What follows belongs to an exercise in optimizing a design on an open flow for small area, a short achievable clock period and few clock cycles per item; a production flow would make more cautious choices. Where RTL was checked, it was by simulation tests only, not by an equivalence proof against the original. Power and IR drop assume default switching activity.

==> inputs of 11-20 <==
## erf_decoder
module erf_decoder (
    input  wire         clk,
    input  wire         rst,
    input  wire         in_valid,
    output wire         in_ready,
    input  wire         in_vreset,
    input  wire         in_en,
    input  wire [119:0] in_pkt,
    output reg          out_valid,
    input  wire         out_ready,
    output wire         out_trigger,
    output wire [4:0]   out_err,
    output reg  [39:0]  out_ts,
    output reg  [1:0]   out_seq,
    output reg  [7:0]   out_sync,
    output reg  [15:0]  out_crc_rx,
    output wire [15:0]  out_crc_calc,
    output reg  [31:0]  out_flags_lo,
    output reg  [5:0]   out_flags_hi,
    output reg  [2:0]   out_grp_r,
    output reg  [2:0]   out_grp_s,
    output reg  [3:0]   out_pkt_err,
    output reg          out_mode,
    output reg  [4:0]   out_aux
);
    wire [15:0]  synd_in;
    wire cx0 = in_pkt[44] ^ in_pkt[92];
    wire cx1 = in_pkt[20] ^ in_pkt[91];
    wire cx2 = in_pkt[35] ^ in_pkt[86];
    wire cx3 = in_pkt[57] ^ in_pkt[118];
    wire cx4 = in_pkt[63] ^ in_pkt[111];
    wire cx5 = in_pkt[106] ^ in_pkt[119];
    wire cx6 = in_pkt[33] ^ in_pkt[64];
    wire cx7 = in_pkt[65] ^ in_pkt[113];
    wire cx8 = in_pkt[66] ^ in_pkt[94];
    wire cx9 = in_pkt[26] ^ cx0;
  ...
export LEC_CHECK = 0
export CAP_MARGIN = 20
export CORE_MARGIN = 2
export CORE_UTILIZATION = 60
export CTS_BUF_LIST = sky130_fd_sc_hd__clkbuf_4 sky130_fd_sc_hd__clkbuf_8
export PLACE_DENSITY = 0.7
export SETUP_SLACK_MARGIN = 2.9
export SLEW_MARGIN = 20
create_clock -name core_clock -period 6.0 [get_ports {clk}]
standard.sh (not shown) runs the stock make flow with config.mk's settings and CLKGATE_MAP_FILE= SYNTH_SCRIPT=/design/flow/synth_recipe.tcl, a recipe that flattens the netlist after the stock synthesis.
==> flow/flow/run.sh <==
#!/bin/bash
# ORFS layout with these changes:
#  - synthesis maps the logic with flow/map.abc (structural choices and
#    area-recovering mapping, keeping the XOR network of the RTL) instead of
#    ORFS's delay-first ABC script; everything else in synthesis, including
#    the flip-flop mapping, is synth_recipe.tcl unchanged;
#  - the port buffers are buf_1 cells (buffer_ports otherwise picks
#    clkdlybuf4s50_1 delay cells).
set -euo pipefail
W=$(pwd)
{
  echo "proc abc {args} { set i [lsearch \$args -script]; if {\$i >= 0} { lset args [expr {\$i+1}] $W/flow/map.abc }; yosys abc {*}\$args }"
  cat synth_recipe.tcl
} > flow_synth.tcl
sed "s#SYNTH_SCRIPT=[^ ]*#SYNTH_SCRIPT=$W/flow_synth.tcl#" standard.sh > flow_standard.sh
grep -q "SYNTH_SCRIPT=$W/flow_synth.tcl" flow_standard.sh
export BUFFER_PORTS_ARGS="-buffer_cell sky130_fd_sc_hd__buf_1"
bash flow_standard.sh > standard.log 2>&1
==> flow/flow/map.abc <==
&get -n
&st
&dch
&nf
&put
==> 01-03: changes against 11-20 <==
--- a/flow/design.v
+++ b/flow/design.v
@@ -482,17 +482,17 @@
     wire [7:0]  b9 = in_pkt[79:72];
     wire [37:0] i_flags = {b9, b8, b7[7:1], b6[5:0], b5[7:3], b4[7:4]};
     wire [135:0] i_res = {i_ts, i_seq, i_sync, in_pkt[15:0], synd_in, i_flags,
                           b5[0], b5[1], b5[2], b6[6], b6[7], b7[0],
                           b4[3:0], b3[7], b3[6:2]};
     reg          c_seq_have;
     reg  [1:0]   c_last_seq;
     reg          c_sync_have;
-    reg          c_last_sync;   
+    reg  [7:0]   c_last_sync;
     reg  [39:0]  c_last_ts;
     reg          u_seq;    
     reg          u_sync;   
     reg          u_ts;     
     reg          r_trig;
     reg          r_seq_bad;
     reg          r_sync_rep;
     reg          r_sync_bad;
@@ -506,17 +506,17 @@
     reg          c_ts_nz;
     reg          r_ts_nz;
     wire         e_seq  = u_seq  & crc_ok;
     wire         e_sync = u_sync & crc_ok;
     wire         e_ts   = u_ts   & crc_ok;
     wire         s_seq_have  = c_seq_have | e_seq;
     wire [1:0]   s_last_seq  = e_seq ? out_seq : c_last_seq;
     wire         s_sync_have = c_sync_have | e_sync;
-    wire         s_last_sync = e_sync ? out_sync[0] : c_last_sync;
+    wire [7:0]   s_last_sync = e_sync ? out_sync : c_last_sync;
     wire [39:0]  s_last_ts   = e_ts ? out_ts : c_last_ts;
     wire         s_ts_nz     = e_ts ? r_ts_nz : c_ts_nz;
     assign in_ready = !out_valid || out_ready;
     wire acc     = in_valid && in_ready;
     wire acc_dec = acc && !in_vreset;
     wire clr     = rst || (acc && in_vreset);
     wire hold    = out_valid && !out_ready;
     wire ld      = !hold && in_en;
@@ -677,30 +677,30 @@
     wire tc_g0_5 = tc_g1_4 | (tc_p1_4 & tc_g0_4);
     wire tc_p0_5 = tc_p1_4 & tc_p0_4;
     wire tc_g0_6 = tc_g4_3 | (tc_p4_3 & tc_g0_5);
     wire ts_gt = tc_g0_6;
     wire sync_bad = !((i_sync == 8'h55) || (i_sync == 8'hAA));
     wire seq_bad_c  = c_seq_have && (i_seq != c_last_seq + 2'd1);
     wire seq_bad_o  = (i_seq != out_seq + 2'd1);
     wire seq_bad    = e_seq ? seq_bad_o : seq_bad_c;
-    wire sync_rep_c = c_sync_have && (i_sync[0] == c_last_sync);
-    wire sync_rep_o = (i_sync[0] == out_sync[0]);
+    wire sync_rep_c = c_sync_have && (i_sync == c_last_sync);
+    wire sync_rep_o = (i_sync == out_sync);
     wire sync_rep   = e_sync ? sync_rep_o : sync_rep_c;
     wire ts_bad     = s_ts_nz && !ts_gt;
     wire [135:0] res_q = {out_ts, out_seq, out_sync, out_crc_rx, r_synd,
                           out_flags_hi, out_flags_lo, out_grp_r, out_grp_s,
                           out_pkt_err, out_mode, out_aux};
     wire [135:0] res_d = ({136{ld}} & i_res) | ({136{hold}} & res_q);
     always @(posedge clk) begin
         if (clr) begin
             c_seq_have  <= 1'b0;
             c_last_seq  <= 2'd0;
             c_sync_have <= 1'b0;
-            c_last_sync <= 1'b0;
+            c_last_sync <= 8'h00;
             c_last_ts   <= 40'd0;
             c_ts_nz     <= 1'b0;
         end else begin
             c_seq_have  <= s_seq_have;
             c_last_seq  <= s_last_seq;
             c_sync_have <= s_sync_have;
             c_last_sync <= s_last_sync;
             c_last_ts   <= s_last_ts;
==> 11-13: changes against 11-20 <==
--- a/flow/design.v
+++ b/flow/design.v
@@ -482,17 +482,17 @@
     wire [7:0]  b9 = in_pkt[79:72];
     wire [37:0] i_flags = {b9, b8, b7[7:1], b6[5:0], b5[7:3], b4[7:4]};
     wire [135:0] i_res = {i_ts, i_seq, i_sync, in_pkt[15:0], synd_in, i_flags,
                           b5[0], b5[1], b5[2], b6[6], b6[7], b7[0],
                           b4[3:0], b3[7], b3[6:2]};
     reg          c_seq_have;
     reg  [1:0]   c_last_seq;
     reg          c_sync_have;
-    reg          c_last_sync;   
+    reg  [7:0]   c_last_sync;
     reg  [39:0]  c_last_ts;
     reg          u_seq;    
     reg          u_sync;   
     reg          u_ts;     
     reg          r_trig;
     reg          r_seq_bad;
     reg          r_sync_rep;
     reg          r_sync_bad;
@@ -506,17 +506,17 @@
     reg          c_ts_nz;
     reg          r_ts_nz;
     wire         e_seq  = u_seq  & crc_ok;
     wire         e_sync = u_sync & crc_ok;
     wire         e_ts   = u_ts   & crc_ok;
     wire         s_seq_have  = c_seq_have | e_seq;
     wire [1:0]   s_last_seq  = e_seq ? out_seq : c_last_seq;
     wire         s_sync_have = c_sync_have | e_sync;
-    wire         s_last_sync = e_sync ? out_sync[0] : c_last_sync;
+    wire [7:0]   s_last_sync = e_sync ? out_sync : c_last_sync;
     wire [39:0]  s_last_ts   = e_ts ? out_ts : c_last_ts;
     wire         s_ts_nz     = e_ts ? r_ts_nz : c_ts_nz;
     assign in_ready = !out_valid || out_ready;
     wire acc     = in_valid && in_ready;
     wire acc_dec = acc && !in_vreset;
     wire clr     = rst || (acc && in_vreset);
     wire hold    = out_valid && !out_ready;
     wire ld      = !hold && in_en;
@@ -677,30 +677,30 @@
     wire tc_g0_5 = tc_g1_4 | (tc_p1_4 & tc_g0_4);
     wire tc_p0_5 = tc_p1_4 & tc_p0_4;
     wire tc_g0_6 = tc_g4_3 | (tc_p4_3 & tc_g0_5);
     wire ts_gt = tc_g0_6;
     wire sync_bad = !((i_sync == 8'h55) || (i_sync == 8'hAA));
     wire seq_bad_c  = c_seq_have && (i_seq != c_last_seq + 2'd1);
     wire seq_bad_o  = (i_seq != out_seq + 2'd1);
     wire seq_bad    = e_seq ? seq_bad_o : seq_bad_c;
-    wire sync_rep_c = c_sync_have && (i_sync[0] == c_last_sync);
-    wire sync_rep_o = (i_sync[0] == out_sync[0]);
+    wire sync_rep_c = c_sync_have && (i_sync == c_last_sync);
+    wire sync_rep_o = (i_sync == out_sync);
     wire sync_rep   = e_sync ? sync_rep_o : sync_rep_c;
     wire ts_bad     = s_ts_nz && !ts_gt;
     wire [135:0] res_q = {out_ts, out_seq, out_sync, out_crc_rx, r_synd,
                           out_flags_hi, out_flags_lo, out_grp_r, out_grp_s,
                           out_pkt_err, out_mode, out_aux};
     wire [135:0] res_d = ({136{ld}} & i_res) | ({136{hold}} & res_q);
     always @(posedge clk) begin
         if (clr) begin
             c_seq_have  <= 1'b0;
             c_last_seq  <= 2'd0;
             c_sync_have <= 1'b0;
-            c_last_sync <= 1'b0;
+            c_last_sync <= 8'h00;
             c_last_ts   <= 40'd0;
             c_ts_nz     <= 1'b0;
         end else begin
             c_seq_have  <= s_seq_have;
             c_last_seq  <= s_last_seq;
             c_sync_have <= s_sync_have;
             c_last_sync <= s_last_sync;
             c_last_ts   <= s_last_ts;
--- a/flow/flow/run.sh
+++ b/flow/flow/run.sh
@@ -1,10 +1,10 @@
 #!/bin/bash
-# ORFS layout with these changes:
+# ORFS layout with two changes:
 #  - synthesis maps the logic with flow/map.abc (structural choices and
 #    area-recovering mapping, keeping the XOR network of the RTL) instead of
 #    ORFS's delay-first ABC script; everything else in synthesis, including
 #    the flip-flop mapping, is synth_recipe.tcl unchanged;
 #  - the port buffers are buf_1 cells (buffer_ports otherwise picks
 #    clkdlybuf4s50_1 delay cells).
 set -euo pipefail
 W=$(pwd)
==> flow/config.mk (replaced) <==
export PLATFORM = sky130hd
export DESIGN_NAME = erf_decoder
export DESIGN_NICKNAME = erf_decoder
export VERILOG_FILES = /design/flow/design.v
export SDC_FILE = /design/flow/constraint.sdc
export NUM_CORES = 4
export LEC_CHECK = 0
export CAP_MARGIN = 20
export CORE_MARGIN = 2
export CORE_UTILIZATION = 40
export PLACE_DENSITY = 0.6
export SETUP_SLACK_MARGIN = 2.9
export SLEW_MARGIN = 20
==> 09-01: changes against 11-20 <==
--- a/flow/design.v
+++ b/flow/design.v
@@ -482,17 +482,17 @@
     wire [7:0]  b9 = in_pkt[79:72];
     wire [37:0] i_flags = {b9, b8, b7[7:1], b6[5:0], b5[7:3], b4[7:4]};
     wire [135:0] i_res = {i_ts, i_seq, i_sync, in_pkt[15:0], synd_in, i_flags,
                           b5[0], b5[1], b5[2], b6[6], b6[7], b7[0],
                           b4[3:0], b3[7], b3[6:2]};
     reg          c_seq_have;
     reg  [1:0]   c_last_seq;
     reg          c_sync_have;
-    reg          c_last_sync;   
+    reg  [7:0]   c_last_sync;
     reg  [39:0]  c_last_ts;
     reg          u_seq;    
     reg          u_sync;   
     reg          u_ts;     
     reg          r_trig;
     reg          r_seq_bad;
     reg          r_sync_rep;
     reg          r_sync_bad;
@@ -506,17 +506,17 @@
     reg          c_ts_nz;
     reg          r_ts_nz;
     wire         e_seq  = u_seq  & crc_ok;
     wire         e_sync = u_sync & crc_ok;
     wire         e_ts   = u_ts   & crc_ok;
     wire         s_seq_have  = c_seq_have | e_seq;
     wire [1:0]   s_last_seq  = e_seq ? out_seq : c_last_seq;
     wire         s_sync_have = c_sync_have | e_sync;
-    wire         s_last_sync = e_sync ? out_sync[0] : c_last_sync;
+    wire [7:0]   s_last_sync = e_sync ? out_sync : c_last_sync;
     wire [39:0]  s_last_ts   = e_ts ? out_ts : c_last_ts;
     wire         s_ts_nz     = e_ts ? r_ts_nz : c_ts_nz;
     assign in_ready = !out_valid || out_ready;
     wire acc     = in_valid && in_ready;
     wire acc_dec = acc && !in_vreset;
     wire clr     = rst || (acc && in_vreset);
     wire hold    = out_valid && !out_ready;
     wire ld      = !hold && in_en;
@@ -677,30 +677,30 @@
     wire tc_g0_5 = tc_g1_4 | (tc_p1_4 & tc_g0_4);
     wire tc_p0_5 = tc_p1_4 & tc_p0_4;
     wire tc_g0_6 = tc_g4_3 | (tc_p4_3 & tc_g0_5);
     wire ts_gt = tc_g0_6;
     wire sync_bad = !((i_sync == 8'h55) || (i_sync == 8'hAA));
     wire seq_bad_c  = c_seq_have && (i_seq != c_last_seq + 2'd1);
     wire seq_bad_o  = (i_seq != out_seq + 2'd1);
     wire seq_bad    = e_seq ? seq_bad_o : seq_bad_c;
-    wire sync_rep_c = c_sync_have && (i_sync[0] == c_last_sync);
-    wire sync_rep_o = (i_sync[0] == out_sync[0]);
+    wire sync_rep_c = c_sync_have && (i_sync == c_last_sync);
+    wire sync_rep_o = (i_sync == out_sync);
     wire sync_rep   = e_sync ? sync_rep_o : sync_rep_c;
     wire ts_bad     = s_ts_nz && !ts_gt;
     wire [135:0] res_q = {out_ts, out_seq, out_sync, out_crc_rx, r_synd,
                           out_flags_hi, out_flags_lo, out_grp_r, out_grp_s,
                           out_pkt_err, out_mode, out_aux};
     wire [135:0] res_d = ({136{ld}} & i_res) | ({136{hold}} & res_q);
     always @(posedge clk) begin
         if (clr) begin
             c_seq_have  <= 1'b0;
             c_last_seq  <= 2'd0;
             c_sync_have <= 1'b0;
-            c_last_sync <= 1'b0;
+            c_last_sync <= 8'h00;
             c_last_ts   <= 40'd0;
             c_ts_nz     <= 1'b0;
         end else begin
             c_seq_have  <= s_seq_have;
             c_last_seq  <= s_last_seq;
             c_sync_have <= s_sync_have;
             c_last_sync <= s_last_sync;
             c_last_ts   <= s_last_ts;
==> flow/flow/run.sh (replaced) <==
#!/bin/bash
# ORFS layout with two changes:
#  - synthesis maps the logic with flow/map.abc (structural choices and
#    area-recovering mapping, keeping the XOR network of the RTL) instead of
#    ORFS's delay-first ABC script; everything else in synthesis, including
#    the flip-flop mapping, is synth_recipe.tcl unchanged;
#  - the port buffers are buf_1 cells (buffer_ports otherwise picks
#    clkdlybuf4s50_1 delay cells);
#  - clock tree synthesis inserts no dummy loads.
set -euo pipefail
W=$(pwd)
{
  echo "proc abc {args} { set i [lsearch \$args -script]; if {\$i >= 0} { lset args [expr {\$i+1}] $W/flow/map.abc }; yosys abc {*}\$args }"
  cat synth_recipe.tcl
} > flow_synth.tcl
sed "s#SYNTH_SCRIPT=[^ ]*#SYNTH_SCRIPT=$W/flow_synth.tcl#" standard.sh > flow_standard.sh
grep -q "SYNTH_SCRIPT=$W/flow_synth.tcl" flow_standard.sh
export BUFFER_PORTS_ARGS="-buffer_cell sky130_fd_sc_hd__buf_1"
export CTS_ARGS="-sink_clustering_enable -repair_clock_nets -buf_list {sky130_fd_sc_hd__clkbuf_8 sky130_fd_sc_hd__clkbuf_16} -dont_use_dummy_load"
bash flow_standard.sh > standard.log 2>&1
==> flow/config.mk (replaced) <==
export PLATFORM = sky130hd
export DESIGN_NAME = erf_decoder
export DESIGN_NICKNAME = erf_decoder
export VERILOG_FILES = /design/flow/design.v
export SDC_FILE = /design/flow/constraint.sdc
export NUM_CORES = 4
export LEC_CHECK = 0
export CAP_MARGIN = 20
export CORE_MARGIN = 2
export CORE_UTILIZATION = 60
export PLACE_DENSITY = 0.7
export SETUP_SLACK_MARGIN = 2.6
export SLEW_MARGIN = 20
==> impl_metrics.py <==
metrics = {
    "power": {
        "powerDensity_mw_per_mm2": 381.0,
    },
    "setup_path": {
        "path_buf_inv": 1,
        "reg2regPathDepth": 11,
    },
    "die": {
        "die_h_um": 140.0,
    },
    "synth": {
        "syn_area_mm2": 0.01109,
    },
    "global_routing": {
        "grt_max_degree": 74,
    },
    "status": {
        "status": "finished clean",
    },
    "placement": {
        "place_hpwl_um": 28320,
    },
    "cells_and_area": {
        "final_util_pct": 73.32,
        "mostFrequentLayoutCells": "xnor2_1, buf_1, dfxtp_1",
        "instances_no_fill": 1617,
    },
    "timing": {
        "finClkSkew_ns": 0.03457,
    },
    "routing": {
        "highest_layer": "met4",
    },
}
Source of the figures above: 09-01

==> impl_metrics.py <==
metrics = {
    "cells_and_area": {
        "mostFrequentLayoutCells": "xnor2_1, buf_1, dfxtp_1",
        "final_util_pct": 79.24,
        "instances_no_fill": 1597,
    },
    "global_routing": {
        "grt_max_degree": 87,
    },
    "synth": {
        "syn_area_mm2": 0.01073,
    },
    "power": {
        "powerDensity_mw_per_mm2": 348.9,
        "irDropWorstVdd_mv": 0.2242,
    },
    "setup_path": {
        "path_buf_inv": 2,
        "critical_path.max_stage_delay_ns": 0.43,
    },
    "placement": {
        "place_hpwl_um": 26530,
    },
    "status": {
        "status": "finished clean",
    },
    "routing": {
        "highest_layer": "met5",
    },
}
Source of the figures above: 11-20

==> impl_metrics.py <==
metrics = {
    "timing": {
        "finClkSkew_ns": 0.01807,
    },
    "status": {
        "status": "finished clean",
    },
    "global_routing": {
        "grt_max_degree": 79,
    },
    "routing": {
        "highest_layer": "met4",
    },
    "die": {
        "die_h_um": 170.5,
    },
    "cells_and_area": {
        "mostFrequentLayoutCells": "xnor2_1, buf_1, dfxtp_1",
    },
    "placement": {
        "place_hpwl_um": 29750,
    },
}
Source of the figures above: 11-13

==> impl_metrics.py <==
metrics = {
    "cells_and_area": {
        "mostFrequentLayoutCells": "xnor2_1, buf_1, dfxtp_1",
        "instances_no_fill": 1668,
    },
    "timing": {
        "finClkSkew_ns": 0.009843,
    },
    "setup_path": {
        "reg2regPathDepth": 15,
        "path_buf_inv": 5,
    },
    "routing": {
        "highest_layer": "met4",
    },
    "die": {
        "die_h_um": 140.0,
    },
    "power": {
        "powerDensity_mw_per_mm2": 381.8,
    },
    "placement": {
        "place_hpwl_um": 27980,
    },
    "status": {
        "status": "finished clean",
    },
}
Source of the figures above: 01-03

Testbench counts of 01-03, summed over its fixed seeds: cycles 2,408, items 2,365.
Testbench counts of 11-13, summed over its fixed seeds: cycles 2,408, items 2,365.
Testbench counts of 09-01, summed over its fixed seeds: cycles 2,408, items 2,365.
Only the layout flow was run in 11-20; the RTL was not checked for function there.

## what the ideal ports hide
In the flow no input, the clock included, has a driving cell. The finished layouts below were timed again as built, in two steps.
Step 1, drivers: a clkbuf_16 drives clk and a buf_2 each remaining input, both assumed.
Step 2 also shifts input and output timing later by t, the mid clock arrival at the registers, as if the neighbouring blocks saw the same clock.
Slacks: ideal / step 1 / step 2; pairs: ideal / step 1.
run	t (ns)	slack for setup (ns)	latest minus earliest clock arrival (ns)
11-20	0.534	2.830 / 2.793 / 2.341	0.020 / 0.020
01-03	0.560	2.848 / 2.843 / 2.394	0.010 / 0.010
11-13	0.566	2.872 / 2.872 / 2.334	0.019 / 0.018
09-01	0.542	2.643 / 2.668 / 2.126	0.037 / 0.037
After both steps every run listed still meets setup and hold. The setup slack of 11-13, which loses most, moves by 0.000 ns with the drivers and by -0.538 ns with both steps.
